Context: an optimization exercise on an open-source flow, tuned for small area, a short achievable clock period and few clock cycles. The choices shown serve that exercise and are no tape-out recipe. The RTL was checked by simulation tests, not by an equivalence proof against the original design. No activity file was given, so power comes from the tool's default toggle rates.

== run a ==
Design rle_line_enc, start of the top module:
module rle_line_enc (
    input  wire        clk,
    input  wire        rst,
    input  wire        cfg_valid,
    output wire        cfg_ready,
    input  wire [15:0] cfg_width,     
    input  wire        cfg_b16,       
    input  wire        s_valid,
    output wire        s_ready,
    input  wire [15:0] s_data,
    output wire        m_valid,
    input  wire        m_ready,
    output wire [15:0] m_data,
    output wire        m_last,
    output wire [17:0] m_len
);
Settings: LEC_CHECK=0, CAP_MARGIN=20, CORE_MARGIN=2, CORE_UTILIZATION=45, CTS_CLUSTER_DIAMETER=100, CTS_CLUSTER_SIZE=30, PLACE_DENSITY=0.65, SLEW_MARGIN=20; clock period 11.0 ns.
standard.sh (not shown) runs the stock make flow with config.mk's settings and CLKGATE_MAP_FILE= SYNTH_SCRIPT=/design/flow/synth_recipe.tcl, a recipe that flattens the netlist after the stock synthesis.
==> flow/flow/run.sh <==
#!/bin/bash
# The standard layout (standard synthesis, floorplan, placement, CTS, routing),
# with the resizer's setup repair aiming for extra slack beyond the clock period.
# make's full output goes to flow_make.log; each ORFS step keeps its own log
# under orfs/logs/.
set -euo pipefail
bash standard.sh SETUP_SLACK_MARGIN=7.8 finish > flow_make.log 2>&1
Testbench counts of run a, summed over its fixed seeds: cycles 73,519.
Input-level comparison between run b and run a:
--- a/flow/design.v
+++ b/flow/design.v
@@ -13,18 +13,14 @@
     output wire [15:0] m_data,
     output wire        m_last,
     output wire [17:0] m_len
 );
     localparam integer N = 129;           
     localparam integer K = 16;            
-    reg [15:0] in_left;
-    reg        dec;
-    reg        il_zero, il_one, il_two, il_three;    
-    wire       e_zero = dec ? il_one   : il_zero;
-    wire       e_one  = dec ? il_two   : il_one;
-    wire       e_two  = dec ? il_three : il_two;
+    reg [15:0] in_left;                   
+    reg        il_zero, il_one, il_two;   
     reg        pend;                      
     reg        b16_cur, b16_old;
     reg        cfg_rdy;                   
     reg        cfg_busy;                  
     assign cfg_ready = cfg_rdy;
     wire cfg_hs = cfg_valid && !cfg_busy;
@@ -40,13 +36,13 @@
     assign s_ready = s_rdy;
     wire acc = s_valid && !jv;
     wire        fire;
     wire        advance = !av || fire;
     wire        i_free  = !iv || advance;
     wire        new_b16  = pend ? b16_old : b16_cur;
-    wire        new_last = pend || e_one;
+    wire        new_last = pend || il_one;
     wire [15:0] new_data = new_b16 ? s_data : {8'h00, s_data[7:0]};
     wire        xv    = jv || acc;
     wire [15:0] xdata = jv ? jdata : new_data;
     wire        xlast = jv ? jlast : new_last;
     wire        xb16  = jv ? jb16  : new_b16;
     wire        eq_ix = (idata == xdata);
@@ -204,17 +200,15 @@
             else                         pcnt_n = cnt1;
         end
     end
     always @(posedge clk) begin
         if (rst) begin
             in_left  <= 16'd0;
-            dec      <= 1'b0;
             il_zero  <= 1'b1;
             il_one   <= 1'b0;
             il_two   <= 1'b0;
-            il_three <= 1'b0;
             pend     <= 1'b0;
             b16_cur  <= 1'b0;
             b16_old  <= 1'b0;
             cfg_rdy  <= 1'b1;
             cfg_busy <= 1'b0;
             s_rdy    <= 1'b1;
@@ -244,38 +238,34 @@
             flushing <= 1'b1;
             ov       <= 1'b0;
             oe       <= 1'b1;
             hlast    <= 1'b1;
         end else begin
             if (cfg_hs) begin
-                b16_cur  <= cfg_b16;
-                in_left  <= cfg_width;
-                dec      <= 1'b0;
-                il_zero  <= (cfg_width == 16'd0);
-                il_one   <= (cfg_width == 16'd1);
-                il_two   <= (cfg_width == 16'd2);
-                il_three <= (cfg_width == 16'd3);
-                if (e_one && !acc) begin
+                b16_cur <= cfg_b16;
+                in_left <= cfg_width;
+                il_zero <= (cfg_width == 16'd0);
+                il_one  <= (cfg_width == 16'd1);
+                il_two  <= (cfg_width == 16'd2);
+                if (il_one && !acc) begin
                     pend    <= 1'b1;
                     b16_old <= b16_cur;
                 end
-                cfg_rdy  <= !(e_one && !acc) && (cfg_width == 16'd1);
-                cfg_busy <= !(!(e_one && !acc) && (cfg_width == 16'd1));
+                cfg_rdy  <= !(il_one && !acc) && (cfg_width == 16'd1);
+                cfg_busy <= !(!(il_one && !acc) && (cfg_width == 16'd1));
             end else begin
-                if (dec) begin
-                    in_left  <= in_left - 16'd1;
-                    il_zero  <= il_one;
-                    il_one   <= il_two;
-                    il_two   <= il_three;
-                    il_three <= (in_left == 16'd4);
+                if (acc && !pend) begin
+                    in_left <= in_left - 16'd1;
+                    il_zero <= il_one;
+                    il_one  <= il_two;
+                    il_two  <= (in_left == 16'd3);
                 end
-                dec <= acc && !pend;
                 cfg_rdy  <= !(pend && !acc) &&
-                            ((acc && !pend) ? (e_one || e_two) : (e_one || e_zero));
+                            ((acc && !pend) ? (il_one || il_two) : (il_one || il_zero));
                 cfg_busy <= !(!(pend && !acc) &&
-                              ((acc && !pend) ? (e_one || e_two) : (e_one || e_zero)));
+                              ((acc && !pend) ? (il_one || il_two) : (il_one || il_zero)));
             end
             if (acc && pend)
                 pend <= 1'b0;
             if (i_free)
                 iv    <= xv;
             if (i_free) begin
- Changes observed in run b relative to run a: clock transition at the registers of the reported paths essentially unchanged; internal power of the cells decreased 0.33%.
- Comparing run a with run b, the final design utilization came out essentially unchanged.
- Routed length per instance is lower on run b
- Via count of the first global-routing pass is lower on run b
- Compared with run a, count of clock-buffer cells in the layout in run b increased slightly.
Testbench counts of run b, summed over its fixed seeds: cycles 73,519.

## separate check: timing with driven ports
Ports are ideal in the flow. The routed layouts listed here were re-timed in OpenROAD. Step 1: set_driving_cell puts a clkbuf_16 on clk and a buf_2 on each other input, an assumption about the parent block. Step 2 adds t to the input delays and takes it off the output delays; t is the mean of the earliest and latest rising clock arrival at the registers after step 1. Input paths then give back, and output paths get back, about the clock's delay inside the block. a / b / c = ideal / step 1 / step 2; a / b = the first two.
| run | t, ns | setup slack, ns | clock arrival spread, ns | worst slew at a driven data input, ns | pins driven straight from the clock port |
|---|---|---|---|---|---|
| run a | 0.766 | 7.592 / 7.522 / 7.101 | 0.043 / 0.043 | 0.05 | 1 |
| run b | 0.760 | 7.242 / 7.254 / 6.495 | 0.045 / 0.045 | 0.05 | 1 |
After both steps setup and hold are still met in every run listed. The setup slack of run b, which loses most, moves by +0.012 ns with the drivers and by -0.747 ns with both steps.
